Source: an optimization exercise on an open RTL-to-GDS flow (aim: small area, a short achievable clock period and few clock cycles). Production flows keep margins and buffers that such runs may drop.
Function was checked by simulation only, so behaviour that the tests miss may differ from the original.
No run shown here takes its clock network from TritonCTS; it comes from the design's own scripts or RTL.
No driver is modelled on the clock port, so clock power and skew are understated where the tree is cut down; a real chip needs a root buffer or a tree.
Power and IR drop assume default switching activity.

$ cat design.v
module rle_export (
    input  wire        clk,
    input  wire        rst,         
    input  wire        start,
    input  wire [15:0] cfg_w,
    input  wire [15:0] cfg_h,
    input  wire [15:0] cfg_tilew,
    input  wire [4:0]  cfg_levels,
    input  wire        cfg_invert,
    output wire        busy,
    output wire        done,
    output reg  [7:0]  errcode,
    input  wire        pix_valid,
    output wire        pix_ready,
    input  wire [23:0] pix_rgb,
    output reg         out_valid,
    input  wire        out_ready,
    output reg  [7:0]  out_byte,
    output reg         out_last
);
    reg busy_r, done_r, pix_ready_r, in_act;
    reg idle;                    
    reg first;                   
    reg e11_r, e21_r, eany_r;
    assign busy      = busy_r;
    assign done      = done_r;
    assign pix_ready = pix_ready_r;
    always @(*) errcode = {2'b00, e21_r, e11_r, 3'b000, eany_r};
    reg bad_levels_q, bad_tile_q, empty_q;
    wire cfg_ok = !bad_levels_q && !bad_tile_q && !empty_q;
    reg [15:0] w_q, t_q;
    reg [3:0]  m_q;              
    reg        inv_q;
    reg [15:0] col, tile, row;
    wire last_col  = (col  == 16'd1);
    wire last_tile = (tile == 16'd1);
    wire last_row  = (row  == 16'd1);
    wire last_pix  = last_col && last_row;
    wire penult    = (last_row && (col == 16'd2)) ||
                     (last_col && (w_q == 16'd1) && (row == 16'd2));
    wire take = pix_valid && pix_ready_r;
    reg        skid_valid;
    wire       en = !skid_valid;
    wire [7:0] in_r = pix_rgb[23:16];
    wire [7:0] in_g = pix_rgb[15:8];
    wire [7:0] in_b = pix_rgb[7:0];
    reg        v1;
    reg [7:0]  sum1, car1;
    wire take_last = take && (v1 ? penult : last_pix);
    wire [9:0] q_sum = {2'b00, sum1} + {1'b0, car1, 1'b0};
    wire [9:0] q_int = ({1'b0, q_sum} + 11'd1) / 11'd3;
    reg [1:0]  pc2;
    reg [7:0]  int2;
    wire [11:0] q_p0  = m_q[0] ? {4'd0, int2}       : 12'd0;
    wire [11:0] q_p1  = m_q[1] ? {3'd0, int2, 1'b0} : 12'd0;
    wire [11:0] q_p2  = m_q[2] ? {2'd0, int2, 2'b0} : 12'd0;
    wire [11:0] q_p3  = m_q[3] ? {1'd0, int2, 3'b0} : 12'd0;
    wire [11:0] q_y   = q_p0 + q_p1 + q_p2 + q_p3 + 12'd128;
    wire [12:0] q_z   = {1'b0, q_y} + {9'd0, q_y[11:8]};
    wire [3:0]  q_lvl = q_z[11:8];
    reg [1:0]  pcA;
    reg [3:0]  lvlA;
    wire       vA = pcA != 2'b00;
    function [3:0] f_nib;        
        input [7:0] lvm;
        begin
            case (lvm)
            8'h00: f_nib = 4'd0;
            8'h01: f_nib = 4'd0;
            8'h02: f_nib = 4'd0;
            8'h03: f_nib = 4'd0;
            8'h04: f_nib = 4'd0;
            8'h05: f_nib = 4'd0;
            8'h06: f_nib = 4'd0;
            8'h07: f_nib = 4'd0;
            8'h08: f_nib = 4'd0;
            8'h09: f_nib = 4'd0;
            8'h0A: f_nib = 4'd0;
            8'h0B: f_nib = 4'd0;
            8'h0C: f_nib = 4'd0;
            8'h0D: f_nib = 4'd0;
            8'h0E: f_nib = 4'd0;
            8'h0F: f_nib = 4'd0;
            8'h10: f_nib = 4'd15;
            8'h11: f_nib = 4'd15;
            8'h12: f_nib = 4'd8;
            8'h13: f_nib = 4'd5;
            8'h14: f_nib = 4'd4;
            8'h15: f_nib = 4'd3;
            8'h16: f_nib = 4'd3;
            8'h17: f_nib = 4'd2;
            8'h18: f_nib = 4'd2;
            8'h19: f_nib = 4'd2;
            8'h1A: f_nib = 4'd2;
            8'h1B: f_nib = 4'd1;
            8'h1C: f_nib = 4'd1;
            8'h1D: f_nib = 4'd1;
            8'h1E: f_nib = 4'd1;
            8'h1F: f_nib = 4'd1;
            8'h20: f_nib = 4'd15;
            8'h21: f_nib = 4'd10;
            8'h22: f_nib = 4'd15;
            8'h23: f_nib = 4'd10;
            8'h24: f_nib = 4'd8;
            8'h25: f_nib = 4'd6;
            8'h26: f_nib = 4'd5;
            8'h27: f_nib = 4'd4;
            8'h28: f_nib = 4'd4;
            8'h29: f_nib = 4'd3;
            8'h2A: f_nib = 4'd3;
            8'h2B: f_nib = 4'd3;
            8'h2C: f_nib = 4'd3;
            8'h2D: f_nib = 4'd2;
            8'h2E: f_nib = 4'd2;
            8'h2F: f_nib = 4'd2;
            8'h30: f_nib = 4'd15;
            8'h31: f_nib = 4'd15;
            8'h32: f_nib = 4'd15;
            8'h33: f_nib = 4'd15;
            8'h34: f_nib = 4'd11;
            8'h35: f_nib = 4'd9;
            8'h36: f_nib = 4'd8;
            8'h37: f_nib = 4'd6;
            8'h38: f_nib = 4'd6;
            8'h39: f_nib = 4'd5;
            8'h3A: f_nib = 4'd5;
            8'h3B: f_nib = 4'd4;
            8'h3C: f_nib = 4'd4;
            8'h3D: f_nib = 4'd3;
            8'h3E: f_nib = 4'd3;
            8'h3F: f_nib = 4'd3;
            8'h40: f_nib = 4'd15;
            8'h41: f_nib = 4'd12;
            8'h42: f_nib = 4'd10;
            8'h43: f_nib = 4'd9;
            8'h44: f_nib = 4'd15;
            8'h45: f_nib = 4'd12;
            8'h46: f_nib = 4'd10;
            8'h47: f_nib = 4'd9;
            8'h48: f_nib = 4'd8;
            8'h49: f_nib = 4'd7;
            8'h4A: f_nib = 4'd6;
            8'h4B: f_nib = 4'd5;
            8'h4C: f_nib = 4'd5;
            8'h4D: f_nib = 4'd5;
            8'h4E: f_nib = 4'd4;
            8'h4F: f_nib = 4'd4;
            8'h50: f_nib = 4'd15;
            8'h51: f_nib = 4'd15;
            8'h52: f_nib = 4'd13;
            8'h53: f_nib = 4'd11;
            8'h54: f_nib = 4'd15;
            8'h55: f_nib = 4'd15;
            8'h56: f_nib = 4'd13;
            8'h57: f_nib = 4'd11;
            8'h58: f_nib = 4'd9;
            8'h59: f_nib = 4'd8;
            8'h5A: f_nib = 4'd8;
            8'h5B: f_nib = 4'd7;
            8'h5C: f_nib = 4'd6;
            8'h5D: f_nib = 4'd6;
            8'h5E: f_nib = 4'd5;
            8'h5F: f_nib = 4'd5;
            8'h60: f_nib = 4'd15;
            8'h61: f_nib = 4'd13;
            8'h62: f_nib = 4'd15;
            8'h63: f_nib = 4'd13;
            8'h64: f_nib = 4'd15;
            8'h65: f_nib = 4'd13;
            8'h66: f_nib = 4'd15;
            8'h67: f_nib = 4'd13;
            8'h68: f_nib = 4'd11;
            8'h69: f_nib = 4'd10;
            8'h6A: f_nib = 4'd9;
            8'h6B: f_nib = 4'd8;
            8'h6C: f_nib = 4'd8;
            8'h6D: f_nib = 4'd7;
            8'h6E: f_nib = 4'd6;
            8'h6F: f_nib = 4'd6;
            8'h70: f_nib = 4'd15;
            8'h71: f_nib = 4'd15;
            8'h72: f_nib = 4'd15;
            8'h73: f_nib = 4'd15;
            8'h74: f_nib = 4'd15;
            8'h75: f_nib = 4'd15;
            8'h76: f_nib = 4'd15;
            8'h77: f_nib = 4'd15;
            8'h78: f_nib = 4'd13;
            8'h79: f_nib = 4'd12;
            8'h7A: f_nib = 4'd11;
            8'h7B: f_nib = 4'd10;
            8'h7C: f_nib = 4'd9;
            8'h7D: f_nib = 4'd8;
            8'h7E: f_nib = 4'd8;
            8'h7F: f_nib = 4'd7;
            8'h80: f_nib = 4'd15;
            8'h81: f_nib = 4'd13;
            8'h82: f_nib = 4'd12;
            8'h83: f_nib = 4'd11;
            8'h84: f_nib = 4'd10;
            8'h85: f_nib = 4'd9;
            8'h86: f_nib = 4'd9;
            8'h87: f_nib = 4'd8;
            8'h88: f_nib = 4'd15;
            8'h89: f_nib = 4'd13;
            8'h8A: f_nib = 4'd12;
            8'h8B: f_nib = 4'd11;
            8'h8C: f_nib = 4'd10;
            8'h8D: f_nib = 4'd9;
            8'h8E: f_nib = 4'd9;
            8'h8F: f_nib = 4'd8;
            8'h90: f_nib = 4'd15;
            8'h91: f_nib = 4'd15;
            8'h92: f_nib = 4'd14;
            8'h93: f_nib = 4'd12;
            8'h94: f_nib = 4'd11;
            8'h95: f_nib = 4'd10;
            8'h96: f_nib = 4'd10;
            8'h97: f_nib = 4'd9;
            8'h98: f_nib = 4'd15;
            8'h99: f_nib = 4'd15;
            8'h9A: f_nib = 4'd14;
            8'h9B: f_nib = 4'd12;
            8'h9C: f_nib = 4'd11;
            8'h9D: f_nib = 4'd10;
            8'h9E: f_nib = 4'd10;
            8'h9F: f_nib = 4'd9;
            8'hA0: f_nib = 4'd15;
            8'hA1: f_nib = 4'd14;
            8'hA2: f_nib = 4'd15;
            8'hA3: f_nib = 4'd14;
            8'hA4: f_nib = 4'd13;
            8'hA5: f_nib = 4'd12;
            8'hA6: f_nib = 4'd11;
            8'hA7: f_nib = 4'd10;
            8'hA8: f_nib = 4'd15;
            8'hA9: f_nib = 4'd14;
            8'hAA: f_nib = 4'd15;
            8'hAB: f_nib = 4'd14;
            8'hAC: f_nib = 4'd13;
            8'hAD: f_nib = 4'd12;
            8'hAE: f_nib = 4'd11;
            8'hAF: f_nib = 4'd10;
            8'hB0: f_nib = 4'd15;
            8'hB1: f_nib = 4'd15;
            8'hB2: f_nib = 4'd15;
            8'hB3: f_nib = 4'd15;
            8'hB4: f_nib = 4'd14;
            8'hB5: f_nib = 4'd13;
            8'hB6: f_nib = 4'd12;
            8'hB7: f_nib = 4'd11;
            8'hB8: f_nib = 4'd15;
            8'hB9: f_nib = 4'd15;
            8'hBA: f_nib = 4'd15;
            8'hBB: f_nib = 4'd15;
            8'hBC: f_nib = 4'd14;
            8'hBD: f_nib = 4'd13;
            8'hBE: f_nib = 4'd12;
            8'hBF: f_nib = 4'd11;
            8'hC0: f_nib = 4'd15;
            8'hC1: f_nib = 4'd14;
            8'hC2: f_nib = 4'd13;
            8'hC3: f_nib = 4'd12;
            8'hC4: f_nib = 4'd15;
            8'hC5: f_nib = 4'd14;
            8'hC6: f_nib = 4'd13;
            8'hC7: f_nib = 4'd12;
            8'hC8: f_nib = 4'd15;
            8'hC9: f_nib = 4'd14;
            8'hCA: f_nib = 4'd13;
            8'hCB: f_nib = 4'd12;
            8'hCC: f_nib = 4'd15;
            8'hCD: f_nib = 4'd14;
            8'hCE: f_nib = 4'd13;
            8'hCF: f_nib = 4'd12;
            8'hD0: f_nib = 4'd15;
            8'hD1: f_nib = 4'd15;
            8'hD2: f_nib = 4'd14;
            8'hD3: f_nib = 4'd13;
            8'hD4: f_nib = 4'd15;
            8'hD5: f_nib = 4'd15;
            8'hD6: f_nib = 4'd14;
            8'hD7: f_nib = 4'd13;
            8'hD8: f_nib = 4'd15;
            8'hD9: f_nib = 4'd15;
            8'hDA: f_nib = 4'd14;
            8'hDB: f_nib = 4'd13;
            8'hDC: f_nib = 4'd15;
            8'hDD: f_nib = 4'd15;
            8'hDE: f_nib = 4'd14;
            8'hDF: f_nib = 4'd13;
            8'hE0: f_nib = 4'd15;
            8'hE1: f_nib = 4'd14;
            8'hE2: f_nib = 4'd15;
            8'hE3: f_nib = 4'd14;
            8'hE4: f_nib = 4'd15;
            8'hE5: f_nib = 4'd14;
            8'hE6: f_nib = 4'd15;
            8'hE7: f_nib = 4'd14;
            8'hE8: f_nib = 4'd15;
            8'hE9: f_nib = 4'd14;
            8'hEA: f_nib = 4'd15;
            8'hEB: f_nib = 4'd14;
            8'hEC: f_nib = 4'd15;
            8'hED: f_nib = 4'd14;
            8'hEE: f_nib = 4'd15;
            8'hEF: f_nib = 4'd14;
            8'hF0: f_nib = 4'd15;
            8'hF1: f_nib = 4'd15;
            8'hF2: f_nib = 4'd15;
            8'hF3: f_nib = 4'd15;
            8'hF4: f_nib = 4'd15;
            8'hF5: f_nib = 4'd15;
            8'hF6: f_nib = 4'd15;
            8'hF7: f_nib = 4'd15;
            8'hF8: f_nib = 4'd15;
            8'hF9: f_nib = 4'd15;
            8'hFA: f_nib = 4'd15;
            8'hFB: f_nib = 4'd15;
            8'hFC: f_nib = 4'd15;
            8'hFD: f_nib = 4'd15;
            8'hFE: f_nib = 4'd15;
            8'hFF: f_nib = 4'd15;
            endcase
        end
    endfunction
    reg [1:0]  pcB;
    reg [3:0]  lvlB;
    reg [3:0]  cnt;              
    wire       vB   = pcB != 2'b00;
    wire       eocB = pcB[1];
    wire       eofB = pcB == 2'b11;
    wire b_proc = vB && (eocB || vA);
    wire b_ends = eocB || (cnt == 4'd15) || (lvlA != lvlB);
    wire b_load = !vB || eocB || vA;
    wire emit   = en && b_proc && b_ends;
    wire [7:0] byteB = {cnt, f_nib({lvlB, m_q})};
    reg [7:0] skid_byte;
    reg       skid_last;
    reg  out_empty;              
    wire out_free = out_empty || out_ready;
    wire last_out = !out_empty && out_ready && out_last;
    wire busy_n   = idle ? start : first ? cfg_ok : !last_out;
    wire out_valid_n = out_free ? (skid_valid || emit) : 1'b1;
    always @(posedge clk) begin
        if (idle) begin
            w_q   <= cfg_w;
            t_q   <= cfg_tilew;
            m_q   <= cfg_levels[3:0] - 4'd1;
            inv_q <= cfg_invert;
        end
        bad_levels_q <= (cfg_levels < 5'd2) || (cfg_levels > 5'd16);
        bad_tile_q   <= (cfg_tilew == 16'd0);
        empty_q      <= (cfg_w == 16'd0) || (cfg_h == 16'd0);
        e11_r  <= first && bad_levels_q;
        e21_r  <= first && !bad_levels_q && bad_tile_q;
        eany_r <= first && (bad_levels_q || bad_tile_q);
        if (first || (en && v1)) begin
            col  <= (first || last_col) ? w_q : col - 16'd1;
            tile <= (first || last_col || last_tile) ? t_q : tile - 16'd1;
        end
        if (idle)
            row <= cfg_h;
        else if (en && v1 && last_col)
            row <= row - 16'd1;
        if (en) begin
            sum1 <= in_r ^ in_g ^ in_b;
            car1 <= (in_r & in_g) | (in_r & in_b) | (in_g & in_b);
            int2 <= q_int[7:0] ^ {8{inv_q}};
            lvlA <= q_lvl;
            if (b_load)
                lvlB <= lvlA;
        end
        if (!skid_valid) begin
            skid_byte <= byteB;
            skid_last <= eofB;
        end
        if (out_free) begin
            out_byte <= skid_valid ? skid_byte : byteB;
            out_last <= skid_valid ? skid_last : eofB;
        end
        if (rst) begin
            busy_r      <= 1'b0;
            idle        <= 1'b1;
            first       <= 1'b0;
            done_r      <= 1'b0;
            in_act      <= 1'b0;
            pix_ready_r <= 1'b0;
            v1          <= 1'b0;
            pc2         <= 2'b00;
            pcA         <= 2'b00;
            pcB         <= 2'b00;
            cnt         <= 4'd0;
            out_valid   <= 1'b0;
            out_empty   <= 1'b1;
            skid_valid  <= 1'b0;
        end else begin
            busy_r <= busy_n;
            idle   <= !busy_n;
            first <= idle && start;
            if (idle) begin
                done_r      <= 1'b0;
                in_act      <= 1'b0;
                pix_ready_r <= 1'b0;
            end else if (first) begin
                done_r      <= !cfg_ok;
                in_act      <= cfg_ok;
                pix_ready_r <= cfg_ok;
            end else begin
                done_r <= last_out;
                if (take_last)
                    in_act <= 1'b0;
                pix_ready_r <= in_act && !take_last &&
                               !(!out_free && (skid_valid || emit));
            end
            if (en) begin
                v1  <= take;
                pc2 <= !v1 ? 2'b00 : last_pix ? 2'b11 :
                       (last_col || last_tile) ? 2'b10 : 2'b01;
                pcA <= pc2;
                if (b_load)
                    pcB <= pcA;
                if (b_proc)
                    cnt <= b_ends ? 4'd0 : cnt + 4'd1;
            end
            out_valid <= out_valid_n;
            out_empty <= !out_valid_n;
            if (out_free)
                skid_valid <= 1'b0;
            else if (emit)
                skid_valid <= 1'b1;
        end
    end
endmodule
$ cat flow/run.sh
#!/bin/bash
# The standard layout with three changes in how it is made:
#  - the port buffers are buf_1 cells (repair upsizes the ones on critical
#    paths) instead of the slow default buffer that buffer_ports picks;
#  - timing repair aims for more setup slack than the clock period needs;
#  - the clock tree is a balanced two-level tree built by flow/cts_manual.tcl
#    in place of TritonCTS (the clock port drives 4 buffers).
set -euo pipefail
export BUFFER_PORTS_ARGS="-buffer_cell sky130_fd_sc_hd__buf_1"
export SETUP_SLACK_MARGIN=17.45
export PRE_CTS_TCL="$PWD/flow/cts_manual.tcl"
bash standard.sh > standard.log 2>&1
$ cat flow/cts_manual.tcl
# Sourced by ORFS's cts.tcl before its clock_tree_synthesis call (PRE_CTS_TCL).
# Replaces TritonCTS with a shallow, balanced two-level tree: the clock port
# drives NR root buffers, each root drives a contiguous group of the NB leaf
# buffers, and each leaf buffer drives one cluster of flip-flops, the
# clusters found by capacitated k-means on the flip-flops' positions.
# All registers see the same number of buffers between the port and their
# clock pin.

set ::cts_nb 8
set ::cts_nr 4
set ::cts_leaf sky130_fd_sc_hd__clkbuf_16
set ::cts_root sky130_fd_sc_hd__clkbuf_16

proc manual_leaves {nb master_name} {
  set db [ord::get_db]
  set block [ord::get_db_block]
  set clk [$block findNet clk]
  set master [$db findMaster $master_name]
  set sinks {}
  foreach it [$clk getITerms] {
    if {[[$it getMTerm] getName] eq "CLK"} { lappend sinks $it }
  }
  set pts {}
  foreach it $sinks {
    set bb [[$it getInst] getBBox]
    lappend pts [list [expr {([$bb xMin]+[$bb xMax])/2}] [expr {([$bb yMin]+[$bb yMax])/2}]]
  }
  set n [llength $pts]
  set die [$block getDieArea]
  set W [$die dx]; set H [$die dy]
  set g [expr {int(ceil(sqrt($nb)))}]
  set rows [expr {($nb + $g - 1) / $g}]
  set cents {}
  for {set k 0} {$k < $nb} {incr k} {
    lappend cents [list [expr {($k % $g + 0.5) * $W / $g}] [expr {(int($k / $g) + 0.5) * $H / $rows}]]
  }
  set cap [expr {int(ceil(double($n) / $nb)) + 2}]
  for {set iter 0} {$iter < 30} {incr iter} {
    set pairs {}
    for {set i 0} {$i < $n} {incr i} {
      lassign [lindex $pts $i] x y
      for {set k 0} {$k < $nb} {incr k} {
        lassign [lindex $cents $k] cx cy
        lappend pairs [list [expr {abs($x-$cx)+abs($y-$cy)}] $i $k]
      }
    }
    set pairs [lsort -real -index 0 $pairs]
    set assign [lrepeat $n -1]
    set cnt [lrepeat $nb 0]
    foreach p $pairs {
      lassign $p d i k
      if {[lindex $assign $i] >= 0} continue
      if {[lindex $cnt $k] >= $cap} continue
      lset assign $i $k
      lset cnt $k [expr {[lindex $cnt $k] + 1}]
    }
    set sx [lrepeat $nb 0.0]; set sy [lrepeat $nb 0.0]
    for {set i 0} {$i < $n} {incr i} {
      set k [lindex $assign $i]
      lassign [lindex $pts $i] x y
      lset sx $k [expr {[lindex $sx $k] + $x}]
      lset sy $k [expr {[lindex $sy $k] + $y}]
    }
    for {set k 0} {$k < $nb} {incr k} {
      set c [lindex $cnt $k]
      if {$c > 0} { lset cents $k [list [expr {[lindex $sx $k]/$c}] [expr {[lindex $sy $k]/$c}]] }
    }
  }
  for {set k 0} {$k < $nb} {incr k} {
    set net [odb::dbNet_create $block "clknet_leaf_$k"]
    $net setSigType CLOCK
    set inst [odb::dbInst_create $block $master "clkbuf_leaf_$k"]
    lassign [lindex $cents $k] cx cy
    $inst setLocation [expr {int($cx)}] [expr {int($cy)}]
    $inst setPlacementStatus PLACED
    $inst setSourceType TIMING
    [$inst findITerm A] connect $clk
    [$inst findITerm X] connect $net
    set nets($k) $net
  }
  for {set i 0} {$i < $n} {incr i} {
    set it [lindex $sinks $i]
    $it disconnect
    $it connect $nets([lindex $assign $i])
  }
  puts "manual clock tree: $n sinks in $nb clusters of $cnt"
}

proc manual_roots {nr master_name} {
  set db [ord::get_db]
  set block [ord::get_db_block]
  set clk [$block findNet clk]
  set master [$db findMaster $master_name]
  set lx {}
  foreach it [$clk getITerms] {
    set bb [[$it getInst] getBBox]
    lappend lx [list [$bb xMin] [$bb yMin] $it]
  }
  set lx [lsort -integer -index 0 $lx]
  set nl [llength $lx]
  set per [expr {int(ceil(double($nl) / $nr))}]
  for {set r 0} {$r < $nr} {incr r} {
    set grp [lrange $lx [expr {$r * $per}] [expr {($r + 1) * $per - 1}]]
    if {[llength $grp] == 0} continue
    set sx 0; set sy 0
    foreach e $grp { set sx [expr {$sx + [lindex $e 0]}]; set sy [expr {$sy + [lindex $e 1]}] }
    set net [odb::dbNet_create $block "clknet_root_$r"]
    $net setSigType CLOCK
    set inst [odb::dbInst_create $block $master "clkbuf_root_$r"]
    $inst setLocation [expr {$sx / [llength $grp]}] [expr {$sy / [llength $grp]}]
    $inst setPlacementStatus PLACED
    $inst setSourceType TIMING
    [$inst findITerm A] connect $clk
    [$inst findITerm X] connect $net
    foreach e $grp { set it [lindex $e 2]; $it disconnect; $it connect $net }
  }
  puts "manual clock tree: $nl leaf buffers under $nr root buffers"
}

rename clock_tree_synthesis orfs_clock_tree_synthesis
proc clock_tree_synthesis {args} {
  global cts_nb cts_nr cts_leaf cts_root
  manual_leaves $cts_nb $cts_leaf
  manual_roots $cts_nr $cts_root
  set_propagated_clock [all_clocks]
}
$ cat standard.sh
#!/bin/bash
# synth_recipe.tcl (not shown) runs the flow's synth.tcl, then flattens the netlist and writes it again
# the make line also repeats each setting of config.mk as NAME=value (left out here)
make -C /OpenROAD-flow-scripts/flow DESIGN_CONFIG=/design/flow/config.mk WORK_HOME=/design/flow/orfs CLKGATE_MAP_FILE= SYNTH_SCRIPT=/design/flow/synth_recipe.tcl "${@:-finish}"
$ cat config.mk
export PLATFORM = sky130hd
export DESIGN_NAME = rle_export
export DESIGN_NICKNAME = rle_export
export VERILOG_FILES = /design/flow/design.v
export SDC_FILE = /design/flow/constraint.sdc
export NUM_CORES = 4
export LEC_CHECK = 0
export ABC_AREA = 1
export CAP_MARGIN = 20
export CORE_MARGIN = 2
export CORE_UTILIZATION = 40
export CTS_BUF_LIST = sky130_fd_sc_hd__clkbuf_8
export PLACE_DENSITY = 0.6
export SLEW_MARGIN = 20
$ cat constraint.sdc
create_clock -name core_clock -period 23.0 [get_ports {clk}]
set_input_delay 4.6000 -clock core_clock [delete_from_list [all_inputs] [get_ports {clk}]]
set_output_delay 4.6000 -clock core_clock [all_outputs]
set_load 0.01 [all_outputs]
==> results by group, run 1 <==
STA
  • Clock skew: 0.0213 ns
  • Final setup vio count: 0
  • Final worst slack: between 15 and 20 ns
  • Fmax: between 150 and 200 MHz
  • Min Tclk post-route: between 5 and 6 ns
  • Max_slew headroom: 0.463
  • Hold Fails Final Rpt: 0
  • Total negative slack: 0 ns
  • Slew Limit Fails: 0
  • Unrepaired setup endpoints after global routing: false
  • Tcrit/Tclk final: 0.237
  • Slew of the pin with the lowest slew margin: slightly above 0.8 ns

Global routing
  • Pin count of the biggest net entering global routing: 63
  • Total GRT Usage: 0.150
  • First-pass GRT wire length: roughly 31000 microns
  • Total grt overflow: 0
  • Via count of the first global-routing pass: 6748
  • Initial antenna violation count: 0

Power and ir drop
  • Combinational share of power: 0.455
  • Max IR drop VDD: between 0.00004 and 0.00005 V
  • Power Density: about 100 nW/um^2
  • Sequential fraction of design power: 0.376
  • Net Sw Frac: 0.386
  • Clock network fraction of design power: 0.169
  • Leak: approximately 4.4 nW
  • NetSw: ~0.42 mW
  • Internal power component: 0.660 mW

Yosys
  • Sequential fraction of the synthesis area: 0.470
  • Number of synthesized flops with an enable pin: 126
  • Ys async rst share: 0
  • Post-synthesis register bit count: between 150 and 200
  • Synthesis Warnings: 1
  • Ys flop type: edfxtp_1
  • Distinct cells, synth: between 40 and 50
  • Avg Inst Size Synth: 8.95 sq um
  • Mapped Area: roughly 9500 sq um
  • Synthesized netlist cell count: 1066

Placement
  • Placed Cells incl. Taps: about 1500
  • Pre-CTS WS: between 15 and 20 ns
  • Post-DP HPWL: 14100 microns
  • Final Wtd Congestion: between 0.8 and 0.9
  • PortBufs: 98
  • Area of placed instances: a little over 10000 sq um

Route
  • Initial DRC Count: 270
  • Post-Route WL: ~19000 microns
  • Final ANT Viol Nets: 0
  • Routed vias: a little over 7000
  • Vias per Instance: 4.86
  • Pre-antenna DRT Iters: 4
  • DRC Markers: 0
  • WL/cell: around 13 microns

Clock network
  • # Post-CTS Setup Buffers: 0
  • Post_cts resized: 0
  • Hold_buf cts: 0
  • Worst-path clk slew: ~0.080 ns
  • Clock latency (worst-skew pair): a little under 0.3 ns

Min path
  • Hold crit path type: flop to flop
  • Source of the worst hold timing path: pc2[1]

Worst setup path
  • Worst path arrival time: roughly 0.86 ns
  • CP startpoint: pix_ready_r
  • WP data required: roughly 18 ns
  • Reg2reg start: m_q[2]
  • Type of the worst setup path: flop to primary output
  • Crit path cell chain: buf_1
  • Bufs and invs on worst path: 1
  • Slowest stage delay, CP: ~0.36 ns
  • Crit end category: primary output
  • CP max stage cell: dfxtp_1
  • CP top delay family: flip-flops
  • Maximum net fanout on the critical path: 3
  • Startpoint Class: flop

Cells and area
  • Final Cell Area: 10500 sq um
  • # diodes: 0
  • Nets: approximately 1300
  • Layout cell share with drive strength beyond 1: 0.0449
  • Synth-to-layout area growth: 10.5%
  • Post-route insts no fill: about 1500

Floorplanning
  • Die X: ~160 microns
  • Io pins: about 100
  • Total die area: 25100 sq um
  • Cell Rows: 56
  • Starting Density: 0.406
  • Vert. Die Dim: 158 microns
  • Core region area: roughly 23000 sq um

Job
  • Max cap viols: 0

Run status
  • Status: no timing/DRC/antenna violations
per-stage QoR:
stage / hold WS (ns) / util / power, mW
global placement: 0.440 / 0.434 / 0.890
global route: 0.484 / 0.449 / 1.18
finish: 0.458 / 0.449 / 1.08
detailed placement: 0.442 / 0.434 / 0.902
floorplan: 0.418 / - / 0.804
CTS: 0.457 / 0.447 / 1.09
metal layers:
layer | part of all wire | GRT usage | vias up
met5 | 0 | 0 | -
met4 | 0.023 | 0.0300 | 0
met3 | 0.035 | 0.00789 | 29
met2 | 0.46 | 0.255 | 137
met1 | 0.48 | 0.213 | 3288
li1 | - | - | 3719
state kept, by name, indices dropped and copies added (netlist names), 4 cells and up:
| name | count |
|---|---|
| col | 16 |
| row | 16 |
| t_q | 16 |
| tile | 16 |
| w_q | 16 |
| car1 | 8 |
| int2 | 8 |
| out_byte | 8 |
| skid_byte | 8 |
| sum1 | 8 |
| cnt | 4 |
| lvlA | 4 |
| lvlB | 4 |
| m_q | 4 |
power by group through the flow:
| stage | combinational [mW] | sequential (mW) | clock [mW] |
|---|---|---|---|
| finish | 0.490 | 0.405 | 0.181 |
| global route | 0.571 | 0.411 | 0.197 |
| global placement | 0.478 | 0.413 | 0 |
| detailed placement | 0.489 | 0.413 | 0 |
| CTS | 0.491 | 0.406 | 0.188 |
| floorplan | 0.406 | 0.398 | 0 |
Yosys cell counts (3+ instances only):
master,number,area [sq um]
buf_4,8,60.1
nand2_2,8,50.1
a21oi_1,38,190
nor4_1,20,125
clkbuf_1,23,86.3
nor3_1,13,65.1
a31oi_1,10,62.6
nor2_1,100,375
a211oi_1,4,30.0
dfxtp_1,35,701
nand2_1,247,927
nand3_1,38,190
ha_1,50,626
o21ai_2,5,43.8
nand3_2,6,60.1
nand4_1,12,75.1
or2_2,4,25.0
o311ai_0,3,26.3
inv_1,134,503
o31ai_1,5,37.5
xor2_1,25,219
fa_1,23,460
xnor2_1,25,219
edfxtp_1,126,3780
o22ai_1,5,31.3
o21ai_0,66,330
o21a_1,4,30.0
worst reg2reg max path, delay by kind of cell, from the launching register on:
kind	cells	cell delay [ns]
fa+ha+maj	6	1.99
simple gates	10	0.94
flops	1	0.66
compound gates	4	0.63
xor+xnor	2	0.37
buf+inv	3	0.21
kinds of logic after synthesis:
family,count (synthesis),synth area share
compound gates,158,0.0974
flops,161,0.470
fa+ha+maj,73,0.114
buf+inv,171,0.0706
other cells,1,0.000393
simple gates,452,0.202
xor+xnor,50,0.0459
worst paths after layout:
path	endpoint	slack [ns]	cells after the start
min	pc2[1]	0.46	2
max	pix_ready	17.54	1
max reg2reg	lvlA[3]	17.95	25
min reg2reg	pc2[1]	0.46	2
placed cells by master (no fill, tap or decap), drive strengths merged, types with 5 or more instances in the layout:
master and n:
xor2 25, nor3 13, o21ai 73, nor2 101
a31oi 10, clkbuf 12, o22ai 5, nand3 44
dfxtp 35, o31ai 5, ha 50, conb 5
inv 136, edfxtp 126, buf 108, xnor2 25
a21oi 40, nor4 20, fa 23, nand4 12
nand2 255
final cells by class, clock buffers not listed:
type	instances	area (sq um)
fill	2345	12900
sequential	161	4490
multi-input combinational	738	4390
inverter	138	518
timing repair buffer	108	443
tap	319	399
Testbench counts, summed over its fixed seeds: cycles 64,768.
==> run 2: changes to the inputs <==
--- a/flow/run.sh
+++ b/flow/run.sh
@@ -7,6 +7,6 @@
 #    in place of TritonCTS (the clock port drives 4 buffers).
 set -euo pipefail
 export BUFFER_PORTS_ARGS="-buffer_cell sky130_fd_sc_hd__buf_1"
-export SETUP_SLACK_MARGIN=17.45
+export SETUP_SLACK_MARGIN=17.7
 export PRE_CTS_TCL="$PWD/flow/cts_manual.tcl"
 bash standard.sh > standard.log 2>&1
==> run 2 against run 1 <==
Still clean on timing, DRC and antenna. Core utilization is 0.38 points higher. Flip-flop and latch count unchanged. Routed wire length down 0.38%. Worst hold slack improved by 0.0015 ns. Design area is 0.84% higher. Worst setup slack improved by 0.045 ns. Register-to-register slack gained 0.14 ns. Cell count is 0.27% higher. Critical endpoint is now out_last.
==> results by group, run 2 <==
Clock network
  • Clock latency (worst-skew pair): 0.29 ns
  • Hold_buf cts: 0
  • Worst-path clk slew: 0.08 ns

Yosys
  • Largest cells by area after synthesis: edfxtp_1 (40%), nand2_1 (9.7%), dfxtp_1 (7.3%)
  • Synthesized netlist cell count: 1066
  • Sequential fraction of the synthesis area: 0.470
  • Mapped Area: ~9500 sq um
  • Ys flop type: edfxtp_1
  • Most instantiated cells after synthesis: nand2_1 (247), inv_1 (134), edfxtp_1 (126)
  • Area leader, netlist: edfxtp_1
  • Synth top area share: 0.397
  • Distinct cells, synth: between 40 and 50
  • Post-synthesis register bit count: about 160
  • Synthesis Warnings: 1
  • Number of synthesized flops with an enable pin: approximately 130
  • Count leader, synth: nand2_1
  • Ys async rst share: 0
  • Avg Inst Size Synth: ~8.9 sq um

Min path
  • Hold Crit Depth: 2
  • Hold crit path type: flop to flop

Cells and area
  • Nets: between 1000 and 1500
  • Synth-to-layout area growth: 11.5%
  • Most common cell after layout, fill and taps aside: nand2_1
  • Most frequent cells in the layout: nand2_1 (247), inv_1 (134), edfxtp_1 (126)
  • Final core occ: 0.453
  • Layout cell share with drive strength beyond 1: 0.0672
  • # diodes: 0
  • Final Cell Area: 10600 sq um

Floorplanning
  • Core region area: roughly 23000 sq um
  • Io pins: 104
  • Vert. Die Dim: between 150 and 200 microns
  • Total die area: ~25000 sq um
  • Cell Rows: 56
  • Starting Density: 0.406
  • Die X: approximately 160 microns

Route
  • Routed vias: between 7000 and 8000
  • Initial DRC Count: ~310
  • Post-Route WL: about 19000 microns
  • WL/cell: 12.7 microns
  • Pre-antenna DRT Iters: 4
  • Final ANT Viol Nets: 0
  • DRC Markers: 0
  • Vias per Instance: 4.84

Worst setup path
  • Slowest stage delay, CP: 0.39 ns
  • WP data required: 18.40 ns
  • Worst path arrival time: approximately 0.8 ns
  • Maximum net fanout on the critical path: 2
  • Bufs and invs on worst path: 1
  • CP Depth: 1
  • Type of the worst setup path: flop to primary output
  • CP max stage cell: edfxtp_1
  • Startpoint Class: flop
  • Crit end category: primary output
  • CP top delay family: flip-flops
  • Crit path cell chain: clkbuf_2
  • Reg2Reg Depth: 25

Power and ir drop
  • Power Density: around 100 nW/um^2
  • Max IR drop VDD: between 0.00005 and 0.00006 V
  • Leak: between 4 and 5 nW

Placement
  • Area of placed instances: 10200 sq um
  • Post-DP HPWL: 14200 microns
  • PortBufs: a little under 100
  • Final Wtd Congestion: between 0.8 and 0.9

Job
  • Max cap viols: 0

Global routing
  • Pin count of the biggest net entering global routing: 63
  • Via count of the first global-routing pass: 6922
  • Total grt overflow: 0
  • First-pass GRT wire length: 31300 microns
  • Initial antenna violation count: 0
  • Total GRT Usage: 0.149

STA
  • Max_slew headroom: 0.467
  • Slew of the pin with the lowest slew margin: around 0.80 ns
  • Total negative slack: 0 ns
  • Hold Fails Final Rpt: 0
  • Slew Limit Fails: 0
  • Min Tclk post-route: roughly 5.4 ns
  • Final setup vio count: 0
  • Unrepaired setup endpoints after global routing: true
  • Clock skew: 0.0293 ns
  • Tcrit/Tclk final: 0.235
  • Fmax: about 180 MHz

Run status
  • Status: no timing/DRC/antenna violations
==> run 2: cell types whose count changed in the layout (fill, tap and decap cells not counted), moves of 2 or more <==
cell / previous run / this run
dfxtp_2: 1 / 6
dfxtp_1: 34 / 29
buf_4: 10 / 14
clkbuf_2: 0 / 10
buf_1: 98 / 81
buf_6: 0 / 5
buf_2: 0 / 2
==> run 2: stage by stage <==
stage          hold slack, ns  power [mW]  setup WS (ns)  instances
2_1_floorplan           0.418       0.804          17.69       1070
3_3_place_gp            0.436       0.890          17.52       1458
3_5_place_dp            0.440       0.905          17.49       1458
4_1_cts                 0.463        1.09          17.57       1471
5_1_grt                 0.485        1.19          17.55       1480
6_report                0.459        1.08          17.59       1480
==> run 2: repair_timing <==
item,CTS,global route
gates resized for setup,16,14
endpoints found under the setup margin,18,22
buffers inserted,1,9
pin swaps,0,1
==> run 2: routing by layer <==
layer  vias up  GRT usage  routed length [microns]
met3        34    0.00817                      593
met4         0     0.0369                      471
li1       3730          -                        -
met1      3275      0.208                     9100
met5         -          0                        0
met2       131      0.254                     8680
==> run 2: kinds of logic (layout without fill, tap and decap cells) <==
logic type	after synthesis	in the layout	synth area share
and+or+nand+nor	452	452	0.202
buffers and inverters	171	262	0.0706
other	1	5	0.000393
AOI/OAI and AO/OA	158	158	0.0974
adders and majority gates	73	73	0.114
xor gates and xnor gates	50	50	0.0459
DFF	161	161	0.470
==> run 2: layout make-up, clock buffers not listed <==
class,instances,area [sq um]
Timing Repair Buffer,112,526
Tap cell,319,399
Sequential cell,161,4490
Inverter,138,518
Multi-Input combinational cell,738,4390
Fill cell,2298,12800
==> run 2: report_power, final <==
group	total (mW)	switching, mW	internal, mW
registers	0.404	0.0334	0.370
logic	0.501	0.297	0.204
clock network	0.180	0.0862	0.0933
==> run 2: path summary, 6_finish.rpt <==
check | start | to | slack [ns]
worst max-delay path | out_last | out_last | 17.59
worst min-delay path | skid_byte[7] | skid_byte[7] | 0.46
worst min register to register | skid_byte[7] | skid_byte[7] | 0.46
worst max register to register | m_q[0] | lvlA[3] | 18.09
==> run 2: worst register-to-register path: cells and delay by family, from the launching register on <==
family,cells,cell delay [ns]
compound gates,4,0.49
xor+xnor,2,0.32
fa+ha+maj,6,2.21
buf+inv,3,0.21
flops,1,0.46
simple gates,10,0.97
==> run 3: changes to the inputs <==
--- a/flow/run.sh
+++ b/flow/run.sh
@@ -7,6 +7,6 @@
 #    in place of TritonCTS (the clock port drives 4 buffers).
 set -euo pipefail
 export BUFFER_PORTS_ARGS="-buffer_cell sky130_fd_sc_hd__buf_1"
-export SETUP_SLACK_MARGIN=17.7
+export SETUP_SLACK_MARGIN=17.6
 export PRE_CTS_TCL="$PWD/flow/cts_manual.tcl"
 bash standard.sh > standard.log 2>&1
==> run 3 against run 2 <==
Die area did not move. Total power fell by 0.63%. Synthesized cell count did not move. Critical path depth did not move. Critical path type unchanged. Critical endpoint unchanged.
==> results by group, run 3 <==
Run status
  • Status: no timing/DRC/antenna violations

Placement
  • Pre-CTS WS: ~17 ns
  • Post-DP HPWL: between 10000 and 15000 microns
  • Area of placed instances: about 10000 sq um
  • PortBufs: 98
  • Final Wtd Congestion: between 0.8 and 0.9

STA
  • Total negative slack: 0 ns
  • Unrepaired setup endpoints after global routing: true
  • Hold Fails Final Rpt: 0
  • Slew of the pin with the lowest slew margin: between 0.8 and 0.9 ns
  • Max_slew headroom: 0.465
  • Final worst slack: around 18 ns
  • Min Tclk post-route: between 5 and 6 ns
  • Fmax: ~180 MHz
  • Final setup vio count: 0
  • Hold WS: between 0.4 and 0.5 ns
  • Tcrit/Tclk final: 0.235
  • Clock skew: 0.0211 ns
  • Slew Limit Fails: 0

Cells and area
  • Fillers: about 2300
  • Layout cell share with drive strength beyond 1: 0.0603
  • # diodes: 0
  • Synth-to-layout area growth: 11.0%
  • Final Cell Area: around 11000 sq um
  • Area occupied by registers: roughly 4500 sq um
  • Final core occ: 0.451
  • Most common cell after layout, fill and taps aside: nand2_1
  • Nets: ~1300
  • Most frequent cells in the layout: nand2_1 (247), inv_1 (134), edfxtp_1 (126)
  • Multi-input gate area: 4390 sq um

Yosys
  • Mapped Area: ~9500 sq um
  • Synthesis Warnings: 1
  • Distinct cells, synth: 48
  • Avg Inst Size Synth: ~8.9 sq um
  • Sequential fraction of the synthesis area: 0.470
  • Ys async rst share: 0
  • Post-synthesis register bit count: around 160
  • Synthesized netlist cell count: between 1000 and 1500
  • Count leader, synth: nand2_1
  • Largest cells by area after synthesis: edfxtp_1 (40%), nand2_1 (9.7%), dfxtp_1 (7.3%)
  • Number of synthesized flops with an enable pin: between 100 and 150
  • Synth top area share: 0.397
  • Area leader, netlist: edfxtp_1
  • Ys flop type: edfxtp_1
  • Most instantiated cells after synthesis: nand2_1 (247), inv_1 (134), edfxtp_1 (126)

Clock network
  • Clock latency (worst-skew pair): 0.29 ns
  • Worst-path clk slew: 0.09 ns

Route
  • Pre-antenna DRT Iters: 6
  • Metal2 WL: around 8700 microns
  • WL/cell: 12.8 microns
  • Post-Route WL: roughly 19000 microns
  • DRC Markers: 0
  • Metal3 WL: 645 microns
  • Routed vias: slightly above 7000
  • WL met1: between 9000 and 10000 microns
  • Final ANT Viol Nets: 0
  • Initial DRC Count: ~300
  • Vias per Instance: ~4.9
  • Highest metal used: met4

Power and ir drop
  • Leak: 4.50 nW
  • Power Density: about 100 nW/um^2
  • Internal power component: 0.662 mW
  • NetSw: 0.415 mW
  • Sequential fraction of design power: 0.375
  • Combinational share of power: 0.457
  • Clock network fraction of design power: 0.168
  • Net Sw Frac: 0.385
  • Max IR drop VDD: around 0.000047 V

Floorplanning
  • Io pins: 104
  • Cell Rows: between 50 and 60
  • Starting Density: 0.406
  • Total die area: 25100 sq um
  • Core region area: about 23000 sq um
  • Vert. Die Dim: roughly 160 microns
  • Die X: 158 microns

Global routing
  • Total GRT Usage: 0.150
  • Pin count of the biggest net entering global routing: 63
  • Total grt overflow: 0
  • First-pass GRT wire length: 31300 microns
  • Via count of the first global-routing pass: 6748
  • Initial antenna violation count: 0

Worst setup path
  • CP startpoint: out_last
  • CP top delay family: flip-flops
  • Slowest stage delay, CP: around 0.38 ns
  • Bufs and invs on worst path: 1
  • Worst path arrival time: around 0.8 ns
  • CP max stage cell: edfxtp_1
  • Maximum net fanout on the critical path: 2
  • Crit path cell chain: clkbuf_2
  • Startpoint Class: flop
  • Type of the worst setup path: flop to primary output
  • Reg2reg start: m_q[0]
  • WP data required: between 15 and 20 ns
  • Crit end category: primary output

Min path
  • Hold crit path type: flop to flop
  • Source of the worst hold timing path: pc2[1]

Job
  • Max cap viols: 0
-- run 3: power groups by stage --
stage / logic (mW) / registers, mW / clock network (mW)
2_1_floorplan: 0.406 / 0.398 / 0
3_3_place_gp: 0.478 / 0.413 / 0
3_5_place_dp: 0.489 / 0.413 / 0
4_1_cts: 0.491 / 0.406 / 0.188
5_1_grt: 0.574 / 0.411 / 0.197
6_report: 0.492 / 0.404 / 0.181
-- run 3: metal layers --
metal	vias to the layer above	global-route usage
met4	0	0.0300
li1	3721	-
met1	3307	0.213
met3	29	0.00789
met2	140	0.255
met5	-	0
-- run 3: kinds of logic (layout without fill, tap and decap cells) --
kind of cell / count (synthesis) / after routing / share of synthesized area
other: 1 / 5 / 0.000393
flip-flops: 161 / 161 / 0.470
AND/OR/NAND/NOR: 452 / 452 / 0.202
buffers and inverters: 171 / 261 / 0.0706
XOR/XNOR: 50 / 50 / 0.0459
AO/OA/AOI/OAI: 158 / 158 / 0.0974
adder cells (fa/ha/maj): 73 / 73 / 0.114
-- run 3: through the flow --
stage	cells	power, mW
after floorplan	1070	0.804
after global placement	1458	0.890
after detailed placement	1458	0.902
after CTS	1470	1.09
after global routing	1479	1.18
final	1479	1.08
-- run 3: repair_timing --
action,in CTS,in global routing
pin swaps,0,0
setup buffers,0,9
gates resized for setup,4,13
hold buffers,0,0
setup endpoints to repair,6,16
endpoints found under the hold margin,0,0
-- run 3: final timing paths --
kind | end | slack, ns | cells past startpoint
setup / recovery | out_last | 17.59 | 1
hold reg to reg | pc2[1] | 0.46 | 2
setup reg to reg | lvlA[3] | 18.13 | 25
hold / removal | pc2[1] | 0.46 | 2
-- run 3: layout make-up, clock buffers not listed --
type                            instances  share of cell area
Sequential cell                       161               0.424
Tap cell                              319              0.0377
Inverter                              138              0.0489
Multi-Input combinational cell        738               0.415
Timing Repair Buffer                  111              0.0460
==> run 4: changes to the inputs <==
--- a/config.mk
+++ b/config.mk
@@ -8,7 +8,7 @@
 export ABC_AREA = 1
 export CAP_MARGIN = 20
 export CORE_MARGIN = 2
-export CORE_UTILIZATION = 40
+export CORE_UTILIZATION = 55
 export CTS_BUF_LIST = sky130_fd_sc_hd__clkbuf_8
-export PLACE_DENSITY = 0.6
+export PLACE_DENSITY = 0.7
 export SLEW_MARGIN = 20
==> run 4 against run 3 <==
Area after synthesis did not move. Largest cell class unchanged. First-iteration DRC count rose by 100%. Register-to-register slack got worse by 0.09 ns. Sequential share of layout area rose by 0.44 points. Design area fell by 1.1%.
==> results by group, run 4 <==
Yosys
  • Distinct cells, synth: 48
  • Synthesized netlist cell count: 1066
  • Sequential fraction of the synthesis area: 0.470
  • Simple-Gate Fraction of Synth Area: 0.202
  • Mapped Area: 9540 sq um
  • Avg Inst Size Synth: ~8.9 sq um
  • Synth top area share: 0.397
  • Area leader, netlist: edfxtp_1
  • Post-synthesis register bit count: between 150 and 200
  • Largest cells by area after synthesis: edfxtp_1 (40%), nand2_1 (9.7%), dfxtp_1 (7.3%)
  • Most instantiated cells after synthesis: nand2_1 (247), inv_1 (134), edfxtp_1 (126)
  • Mux share of post-synthesis cell area: 0
  • Ys async rst share: 0
  • XOR/XNOR share of the synthesized area: 0.0459
  • Post-synthesis adder-cell area fraction: 0.114
  • Synthesis Warnings: 1
  • Ys flop type: edfxtp_1
  • Compound-cell area share of the yosys netlist: 0.0973
  • Number of synthesized flops with an enable pin: approximately 130
  • Largest family of logic cells by synthesized area: simple AND/OR/NAND/NOR gates
  • Count leader, synth: nand2_1

Global routing
  • Pin count of the biggest net entering global routing: 63
  • Via count of the first global-routing pass: approximately 6900
  • Total grt overflow: 0
  • Total GRT Usage: 0.203
  • Initial antenna violation count: 0
  • First-pass GRT wire length: approximately 31000 microns

Cells and area
  • Synth-to-layout area growth: 9.83%
  • Layout cell share with drive strength beyond 1: 0.0577
  • Fillers: approximately 1500
  • Post-route insts no fill: 1386
  • # diodes: 0
  • Final Cell Area: ~10000 sq um
  • Most common cell after layout, fill and taps aside: nand2_1
  • Most frequent cells in the layout: nand2_1 (247), inv_1 (134), edfxtp_1 (126)
  • Nets: between 1000 and 1500

Placement
  • PortBufs: 98
  • Post-DP HPWL: approximately 14000 microns
  • Area of placed instances: around 10000 sq um
  • Placed Cells incl. Taps: around 1400
  • Final Wtd Congestion: between 0.8 and 0.9

Power and ir drop
  • Total Power: ~1.1 mW
  • Leak: ~4.5 nW
  • Max IR drop VDD: roughly 0.000053 V
  • Power Density: 103 nW/um^2

Route
  • Initial DRC Count: ~600
  • Vias per Instance: 5.27
  • Routed vias: between 7000 and 8000
  • Post-Route WL: 18700 microns
  • WL/cell: ~13 microns
  • Final ANT Viol Nets: 0
  • DRC Markers: 0
  • Pre-antenna DRT Iters: 5

Clock network
  • Worst-path clk slew: 0.09 ns
  • Clock latency (worst-skew pair): about 0.28 ns

STA
  • Clock skew: between 0.02 and 0.03 ns
  • Max_slew headroom: 0.465
  • Fmax: roughly 180 MHz
  • Slew Limit Fails: 0
  • Total negative slack: 0 ns
  • Unrepaired setup endpoints after global routing: true
  • Hold Fails Final Rpt: 0
  • Min Tclk post-route: between 5 and 6 ns
  • Slew of the pin with the lowest slew margin: roughly 0.8 ns
  • Hold WS: approximately 0.46 ns
  • Final setup vio count: 0
  • Tcrit/Tclk final: 0.236

Min path
  • Hold crit path type: flop to flop
  • End of the worst hold path: skid_byte[1]
  • Source of the worst hold timing path: skid_byte[1]
  • Hold Crit Depth: 2

Floorplanning
  • Cell Rows: 48
  • Io pins: ~100
  • Die X: 136 microns
  • Vert. Die Dim: around 140 microns
  • Starting Density: 0.557
  • Total die area: roughly 18000 sq um
  • Core region area: 17100 sq um

Worst setup path
  • WP data required: between 15 and 20 ns
  • Bufs and invs on worst path: 1
  • Worst path arrival time: roughly 0.83 ns
  • Crit path cell chain: clkbuf_2
  • Maximum net fanout on the critical path: 2
  • Reg2Reg Depth: 25
  • CP top delay family: flip-flops
  • Worst R2R End: lvlA[3]
  • Slowest stage delay, CP: about 0.40 ns
  • Type of the worst setup path: flop to primary output
  • Crit end category: primary output
  • CP max stage cell: edfxtp_1
  • Reg2reg start: m_q[0]
  • Startpoint Class: flop
  • Reg2Reg Setup Slack: roughly 18 ns

Job
  • Max cap viols: 0

Run status
  • Status: no timing/DRC/antenna violations
run 4: stage by stage:
stage,worst slack [ns],utilization
6_report,17.57,0.612
5_1_grt,17.52,0.612
4_1_cts,17.58,0.606
3_5_place_dp,17.44,0.589
3_3_place_gp,17.45,0.589
2_1_floorplan,17.69,-
run 4: kinds of logic after synthesis:
logic type / Yosys count
DFF: 161
adders and majority gates: 73
AOI/OAI and AO/OA: 158
and+or+nand+nor: 452
other: 1
xor gates and xnor gates: 50
buffers and inverters: 171
run 4: worst max path at each step:
stage / startpoint / to / slack [ns] / depth (start not counted)
floorplan: pix_rgb[0] / sum1[0] / 17.69 / 1
global placement: cfg_w[9] / empty_q / 17.45 / 4
detailed placement: cfg_w[9] / empty_q / 17.44 / 4
CTS: out_last / out_last / 17.58 / 1
global route: out_last / out_last / 17.52 / 1
finish: out_last / out_last / 17.57 / 1
run 4: repair_timing:
| action | CTS | global route |
|---|---|---|
| hold buffers | 0 | 0 |
| setup buffers | 0 | 10 |
| cloned | 0 | 0 |
| resized for setup | 2 | 10 |
| hold endpoints to repair | 0 | 0 |
| pin swaps | 0 | 0 |
| endpoints found under the setup margin | 2 | 16 |
run 4: layer usage:
layer,GRT usage,up-vias,wire (microns)
li1,-,3729,-
met1,0.291,3360,8740
met2,0.346,182,8840
met3,0.0150,27,766
met4,0.0359,0,319
met5,0,-,0
run 4: where the power goes:
part | switching (mW) | total (mW) | internal (mW) | leakage (nW)
logic | 0.296 | 0.495 | 0.200 | 2.78
clock network | 0.0831 | 0.176 | 0.0932 | 0.148
registers | 0.0346 | 0.405 | 0.370 | 1.57
run 4: worst reg2reg max path, delay by kind of cell, from the launching register on:
kind,cells,cell delay [ns]
AOI/OAI and AO/OA,4,0.60
xor gates and xnor gates,2,0.34
adders and majority gates,6,2.05
buffers and inverters,3,0.21
DFF,1,0.57
and+or+nand+nor,10,0.93
run 4: cell type report, clock buffers not listed:
cell class | instances | area [sq um] | area share
inverter | 138 | 518 | 0.0495
timing repair buffer | 112 | 487 | 0.0465
multi-input combinational | 738 | 4400 | 0.420
sequential | 161 | 4490 | 0.428
tap | 225 | 282 | 0.0269
==> run 5: changes to the inputs <==
--- a/flow/cts_manual.tcl
+++ b/flow/cts_manual.tcl
@@ -9,7 +9,7 @@
 set ::cts_nb 8
 set ::cts_nr 4
 set ::cts_leaf sky130_fd_sc_hd__clkbuf_16
-set ::cts_root sky130_fd_sc_hd__clkbuf_16
+set ::cts_root sky130_fd_sc_hd__clkbuf_8
 
 proc manual_leaves {nb master_name} {
   set db [ord::get_db]
--- a/config.mk
+++ b/config.mk
@@ -8,7 +8,7 @@
 export ABC_AREA = 1
 export CAP_MARGIN = 20
 export CORE_MARGIN = 2
-export CORE_UTILIZATION = 55
+export CORE_UTILIZATION = 40
 export CTS_BUF_LIST = sky130_fd_sc_hd__clkbuf_8
-export PLACE_DENSITY = 0.7
+export PLACE_DENSITY = 0.6
 export SLEW_MARGIN = 20
==> run 5 against run 4 <==
Still clean. Maximum frequency grew 0.16%. Core utilization shrank 16 points. Sequential share of layout area shrank 0.30 points. Highest routed layer unchanged.
==> results by group, run 5 <==
Route
  • Highest metal used: met4
  • Final ANT Viol Nets: 0
  • Post-Route WL: between 15000 and 20000 microns
  • Vias per Instance: between 4 and 5
  • Metal3 WL: between 600 and 700 microns
  • WL/cell: roughly 13 microns
  • WL met1: 9110 microns
  • Metal2 WL: between 8000 and 9000 microns
  • Pre-antenna DRT Iters: 4
  • DRC Markers: 0
  • Initial DRC Count: around 290
  • Routed vias: just over 7000

Cells and area
  • Fillers: ~2300
  • # diodes: 0
  • Most common cell after layout, fill and taps aside: nand2_1
  • Final Cell Area: approximately 11000 sq um
  • Synth-to-layout area growth: 10.6%
  • Nets: 1318
  • Layout cell share with drive strength beyond 1: 0.0612
  • Most frequent cells in the layout: nand2_1 (247), inv_1 (134), edfxtp_1 (126)
  • Final core occ: 0.449

Worst setup path
  • WP data required: 18.40 ns
  • Bufs and invs on worst path: 1
  • CP top delay family: flip-flops
  • Worst path arrival time: 0.82 ns
  • Maximum net fanout on the critical path: 2
  • CP max stage cell: edfxtp_1
  • Slowest stage delay, CP: approximately 0.38 ns
  • Crit end category: primary output
  • Crit path cell chain: clkbuf_2
  • Startpoint Class: flop
  • Reg2reg start: m_q[0]
  • Type of the worst setup path: flop to primary output
  • CP startpoint: out_last

Yosys
  • Most instantiated cells after synthesis: nand2_1 (247), inv_1 (134), edfxtp_1 (126)
  • Count leader, synth: nand2_1
  • Sequential fraction of the synthesis area: 0.470
  • Avg Inst Size Synth: 8.95 sq um
  • Mapped Area: 9540 sq um
  • Largest cells by area after synthesis: edfxtp_1 (40%), nand2_1 (9.7%), dfxtp_1 (7.3%)
  • Distinct cells, synth: 48
  • Synthesized netlist cell count: ~1100
  • Ys async rst share: 0
  • Ys flop type: edfxtp_1
  • Synthesis Warnings: 1
  • Post-synthesis register bit count: 161
  • Synth top area share: 0.397
  • Number of synthesized flops with an enable pin: between 100 and 150
  • Area leader, netlist: edfxtp_1

Floorplanning
  • Vert. Die Dim: 158 microns
  • Die X: ~160 microns
  • Core region area: approximately 23000 sq um
  • Cell Rows: 56
  • Io pins: around 100
  • Starting Density: 0.406
  • Total die area: around 25000 sq um

Global routing
  • Pin count of the biggest net entering global routing: 63
  • Total GRT Usage: 0.149
  • Initial antenna violation count: 0
  • Via count of the first global-routing pass: around 6700
  • First-pass GRT wire length: roughly 31000 microns
  • Total grt overflow: 0

STA
  • Final worst slack: ~18 ns
  • Max_slew headroom: 0.467
  • Hold WS: between 0.4 and 0.5 ns
  • Total negative slack: 0 ns
  • Final setup vio count: 0
  • Clock skew: between 0.02 and 0.025 ns
  • Slew of the pin with the lowest slew margin: 0.798 ns
  • Slew Limit Fails: 0
  • Fmax: approximately 180 MHz
  • Tcrit/Tclk final: 0.236
  • Unrepaired setup endpoints after global routing: true
  • Min Tclk post-route: roughly 5.4 ns
  • Hold Fails Final Rpt: 0

Power and ir drop
  • Leak: between 4 and 5 nW
  • Max IR drop VDD: between 0.00004 and 0.00005 V
  • Power Density: 101 nW/um^2

Placement
  • Pre-CTS WS: 17.47 ns
  • PortBufs: 98
  • Post-DP HPWL: roughly 14000 microns
  • Final Wtd Congestion: about 0.86
  • Area of placed instances: about 10000 sq um

Min path
  • Source of the worst hold timing path: pc2[1]
  • Hold crit path type: flop to flop

Clock network
  • Worst-path clk slew: approximately 0.090 ns
  • Clock latency (worst-skew pair): a little over 0.3 ns

Job
  • Max cap viols: 0

Run status
  • Status: no timing/DRC/antenna violations
[run 5: repair_timing]
item                                   in CTS  in global routing
endpoints found under the hold margin       0                  0
gates cloned                                0                  0
resized for setup                           4                 16
setup buffers                               0                  9
hold buffers                                0                  0
setup endpoints to repair                  10                 17
[run 5: logic make-up after synthesis]
| logic type | after synthesis | share of synthesized area |
|---|---|---|
| adders and majority gates | 73 | 0.114 |
| and+or+nand+nor | 452 | 0.202 |
| AOI/OAI and AO/OA | 158 | 0.0974 |
| buffers and inverters | 171 | 0.0706 |
| other | 1 | 0.000393 |
| DFF | 161 | 0.470 |
| xor gates and xnor gates | 50 | 0.0459 |
[run 5: per-layer routing]
| metal | vias up | global-route usage |
|---|---|---|
| met5 | - | 0 |
| met4 | 0 | 0.0305 |
| met3 | 28 | 0.00762 |
| met2 | 142 | 0.253 |
| met1 | 3315 | 0.213 |
| li1 | 3723 | - |
[run 5: final timing paths]
check	endpoint	slack (ns)	cells past startpoint
worst max-delay path	out_last	17.58	1
worst min-delay path	pc2[1]	0.46	2
worst max register to register	lvlA[3]	18.12	25
worst min register to register	pc2[1]	0.46	2
[run 5: per-stage QoR]
| step | std cells | total power [mW] |
|---|---|---|
| floorplan | 1070 | 0.804 |
| global placement | 1458 | 0.890 |
| detailed placement | 1458 | 0.902 |
| CTS | 1470 | 1.07 |
| global route | 1479 | 1.17 |
| finish | 1479 | 1.06 |
[run 5: power by group]
part | switching [mW] | internal, mW | total, mW
Combinational | 0.294 | 0.198 | 0.492
Sequential | 0.0338 | 0.371 | 0.404
Clock | 0.0872 | 0.0783 | 0.165
Total | 0.415 | 0.647 | 1.06
[run 5: cell type report, clock buffers not listed]
type,count,area [sq um],area share
Tap cell,319,399,0.0378
Inverter,138,518,0.0491
Sequential cell,161,4490,0.425
Multi-Input combinational cell,738,4390,0.417
Timing Repair Buffer,111,495,0.0470
==> run 6: changes to the inputs <==
--- a/config.mk
+++ b/config.mk
@@ -6,9 +6,9 @@
 export NUM_CORES = 4
 export LEC_CHECK = 0
 export ABC_AREA = 1
-export CAP_MARGIN = 20
+export CAP_MARGIN = 0
 export CORE_MARGIN = 2
 export CORE_UTILIZATION = 40
 export CTS_BUF_LIST = sky130_fd_sc_hd__clkbuf_8
 export PLACE_DENSITY = 0.6
-export SLEW_MARGIN = 20
+export SLEW_MARGIN = 0
==> run 6 against run 5 <==
Die area did not move. Maximum frequency did not move. Cell count did not move. Design area did not move. Flip-flop and latch count did not move. Critical path depth did not move. Area after synthesis did not move. Critical endpoint unchanged. Highest routed layer unchanged.
==> results by group, run 6 <==
Worst setup path
  • Bufs and invs on worst path: 1
  • Startpoint Class: flop
  • WP data required: between 15 and 20 ns
  • Type of the worst setup path: flop to primary output
  • Crit path cell chain: clkbuf_2
  • Reg2Reg Setup Slack: between 15 and 20 ns
  • Reg2Reg Depth: 25
  • Reg2reg start: m_q[0]
  • Slowest stage delay, CP: 0.38 ns
  • Worst R2R End: lvlA[3]
  • CP top delay family: flip-flops
  • CP max stage cell: edfxtp_1
  • Maximum net fanout on the critical path: 2
  • Worst path arrival time: just over 0.8 ns
  • Crit end category: primary output

Route
  • Post-Route WL: roughly 19000 microns
  • Vias per Instance: roughly 5
  • Final ANT Viol Nets: 0
  • DRC Markers: 0
  • Routed vias: roughly 7200
  • WL/cell: approximately 13 microns
  • Pre-antenna DRT Iters: 4
  • Initial DRC Count: ~290

Yosys
  • Mapped Area: approximately 9500 sq um
  • Synth top area share: 0.397
  • Synthesized netlist cell count: approximately 1100
  • Most instantiated cells after synthesis: nand2_1 (247), inv_1 (134), edfxtp_1 (126)
  • Synthesis Warnings: 1
  • Largest cells by area after synthesis: edfxtp_1 (40%), nand2_1 (9.7%), dfxtp_1 (7.3%)
  • Ys async rst share: 0
  • Ys flop type: edfxtp_1
  • Count leader, synth: nand2_1
  • Sequential fraction of the synthesis area: 0.470
  • Area leader, netlist: edfxtp_1
  • Avg Inst Size Synth: 8.95 sq um
  • Distinct cells, synth: 48
  • Post-synthesis register bit count: between 150 and 200
  • Number of synthesized flops with an enable pin: between 100 and 150

Placement
  • Final Wtd Congestion: between 0.8 and 0.9
  • PortBufs: 98
  • Post-DP HPWL: 14100 microns
  • Area of placed instances: between 10000 and 15000 sq um
  • Placed Cells incl. Taps: around 1500
  • Pre-CTS WS: approximately 17 ns

STA
  • Max_slew headroom: 0.467
  • Slew Limit Fails: 0
  • Clock skew: 0.0240 ns
  • Slew of the pin with the lowest slew margin: around 0.80 ns
  • Hold Fails Final Rpt: 0
  • Unrepaired setup endpoints after global routing: true
  • Final worst slack: ~18 ns
  • Fmax: 185 MHz
  • Hold WS: between 0.4 and 0.5 ns
  • Total negative slack: 0 ns
  • Final setup vio count: 0
  • Min Tclk post-route: 5.42 ns
  • Tcrit/Tclk final: 0.236

Floorplanning
  • Cell Rows: 56
  • Core region area: 23500 sq um
  • Vert. Die Dim: 158 microns
  • Io pins: about 100
  • Starting Density: 0.406
  • Total die area: approximately 25000 sq um
  • Die X: ~160 microns

Cells and area
  • Layout cell share with drive strength beyond 1: 0.0612
  • Nets: 1318
  • Area occupied by registers: about 4500 sq um
  • Most common cell after layout, fill and taps aside: nand2_1
  • Post-route insts no fill: approximately 1500
  • Final core occ: 0.449
  • Synth-to-layout area growth: 10.6%
  • Multi-input gate area: about 4400 sq um
  • Final Cell Area: 10600 sq um
  • Fillers: around 2300
  • # diodes: 0
  • Most frequent cells in the layout: nand2_1 (247), inv_1 (134), edfxtp_1 (126)

Power and ir drop
  • Power Density: ~100 nW/um^2
  • Leak: approximately 4.5 nW
  • Total Power: 1.06 mW
  • Max IR drop VDD: about 0.000047 V

Min path
  • End of the worst hold path: pc2[1]
  • Source of the worst hold timing path: pc2[1]
  • Hold crit path type: flop to flop
  • Hold Crit Depth: 2

Global routing
  • Total grt overflow: 0
  • Total GRT Usage: 0.149
  • Pin count of the biggest net entering global routing: 63
  • Initial antenna violation count: 0
  • Via count of the first global-routing pass: ~6700
  • First-pass GRT wire length: roughly 31000 microns

Clock network
  • Clock latency (worst-skew pair): 0.31 ns
  • Worst-path clk slew: around 0.090 ns
  • Hold_buf cts: 0

Job
  • Max cap viols: 0

Run status
  • Status: no timing/DRC/antenna violations
==> run 6: cell counts in the layout (fill, tap and decap cells not counted) <==
Identical to the previous run, type by type.
==> run 6: cell type report, clock buffers not listed <==
class,count,share of cell area
flip-flops and latches,161,0.425
multi-input cells,738,0.417
inverters,138,0.0491
repair buffers,111,0.0470
well taps,319,0.0378
==> run 6: timing repair <==
item,CTS,global route
gates cloned,0,0
hold endpoints to repair,0,0
setup buffers,0,9
resized for setup,4,16
endpoints found under the setup margin,10,17
==> run 6: logic make-up after synthesis <==
| kind of cell | synth area share |
|---|---|
| AO/OA/AOI/OAI | 0.0974 |
| AND/OR/NAND/NOR | 0.202 |
| XOR/XNOR | 0.0459 |
| other | 0.000393 |
| adder cells (fa/ha/maj) | 0.114 |
| flip-flops | 0.470 |
| buffers and inverters | 0.0706 |
==> run 6: report_power, final <==
group / internal [mW] / switching, mW
Sequential: 0.371 / 0.0338
Combinational: 0.198 / 0.294
Clock: 0.0783 / 0.0872
==> run 6: how the worst max path moves through the flow <==
stage | startpoint | end | slack (ns) | depth (start not counted)
final | out_last | out_last | 17.58 | 1
after global placement | rst | pix_ready_r | 17.52 | 5
after floorplan | pix_rgb[0] | sum1[0] | 17.69 | 1
after global routing | out_byte[4] | out_byte[4] | 17.53 | 1
after CTS | pix_ready_r | pix_ready | 17.56 | 1
after detailed placement | rst | pix_ready_r | 17.47 | 5
==> run 6: layer usage <==
metal,track usage,part of all wire,routed length [microns],vias up
met5,0,0,0,-
met1,0.213,0.48,9110,3315
li1,-,-,-,3723
met3,0.00762,0.035,652,28
met4,0.0305,0.023,436,0
met2,0.253,0.46,8690,142

## afterwards: timing with drivers on the ports
The results above use ideal ports. As a check the final layouts listed here were re-extracted and re-timed, cells and wires unchanged. Step 1 assumes that a clkbuf_16 drives the clock port and a buf_2 every other input. Step 2 also shifts input and output timing later by t, the mid clock arrival at the registers, as if the neighbouring blocks saw the same clock. Slacks: ideal / step 1 / step 2; pairs: ideal / step 1.
run	t, ns	setup slack, ns	worst hold slack (ns)	latest minus earliest clock arrival (ns)	slew at the worst register clock pin (ns)
run 1	0.366	17.542 / 17.456 / 17.427	0.458 / 0.458 / 0.458	0.026 / 0.026	0.09 / 0.09
run 2	0.365	17.587 / 17.499 / 17.525	0.459 / 0.459 / 0.459	0.031 / 0.032	0.09 / 0.09
run 3	0.365	17.590 / 17.505 / 17.421	0.458 / 0.458 / 0.458	0.025 / 0.025	0.09 / 0.09
run 4	0.364	17.572 / 17.476 / 17.457	0.464 / 0.464 / 0.464	0.026 / 0.027	0.09 / 0.09
run 5	0.366	17.581 / 17.508 / 17.425	0.458 / 0.458 / 0.458	0.029 / 0.028	0.09 / 0.09
run 6	0.366	17.581 / 17.508 / 17.425	0.458 / 0.458 / 0.458	0.029 / 0.028	0.09 / 0.09
After both steps setup and hold are still met in every run listed. For run 3, which loses most, drivers alone change the setup slack by -0.085 ns; drivers and shift together by -0.169 ns.
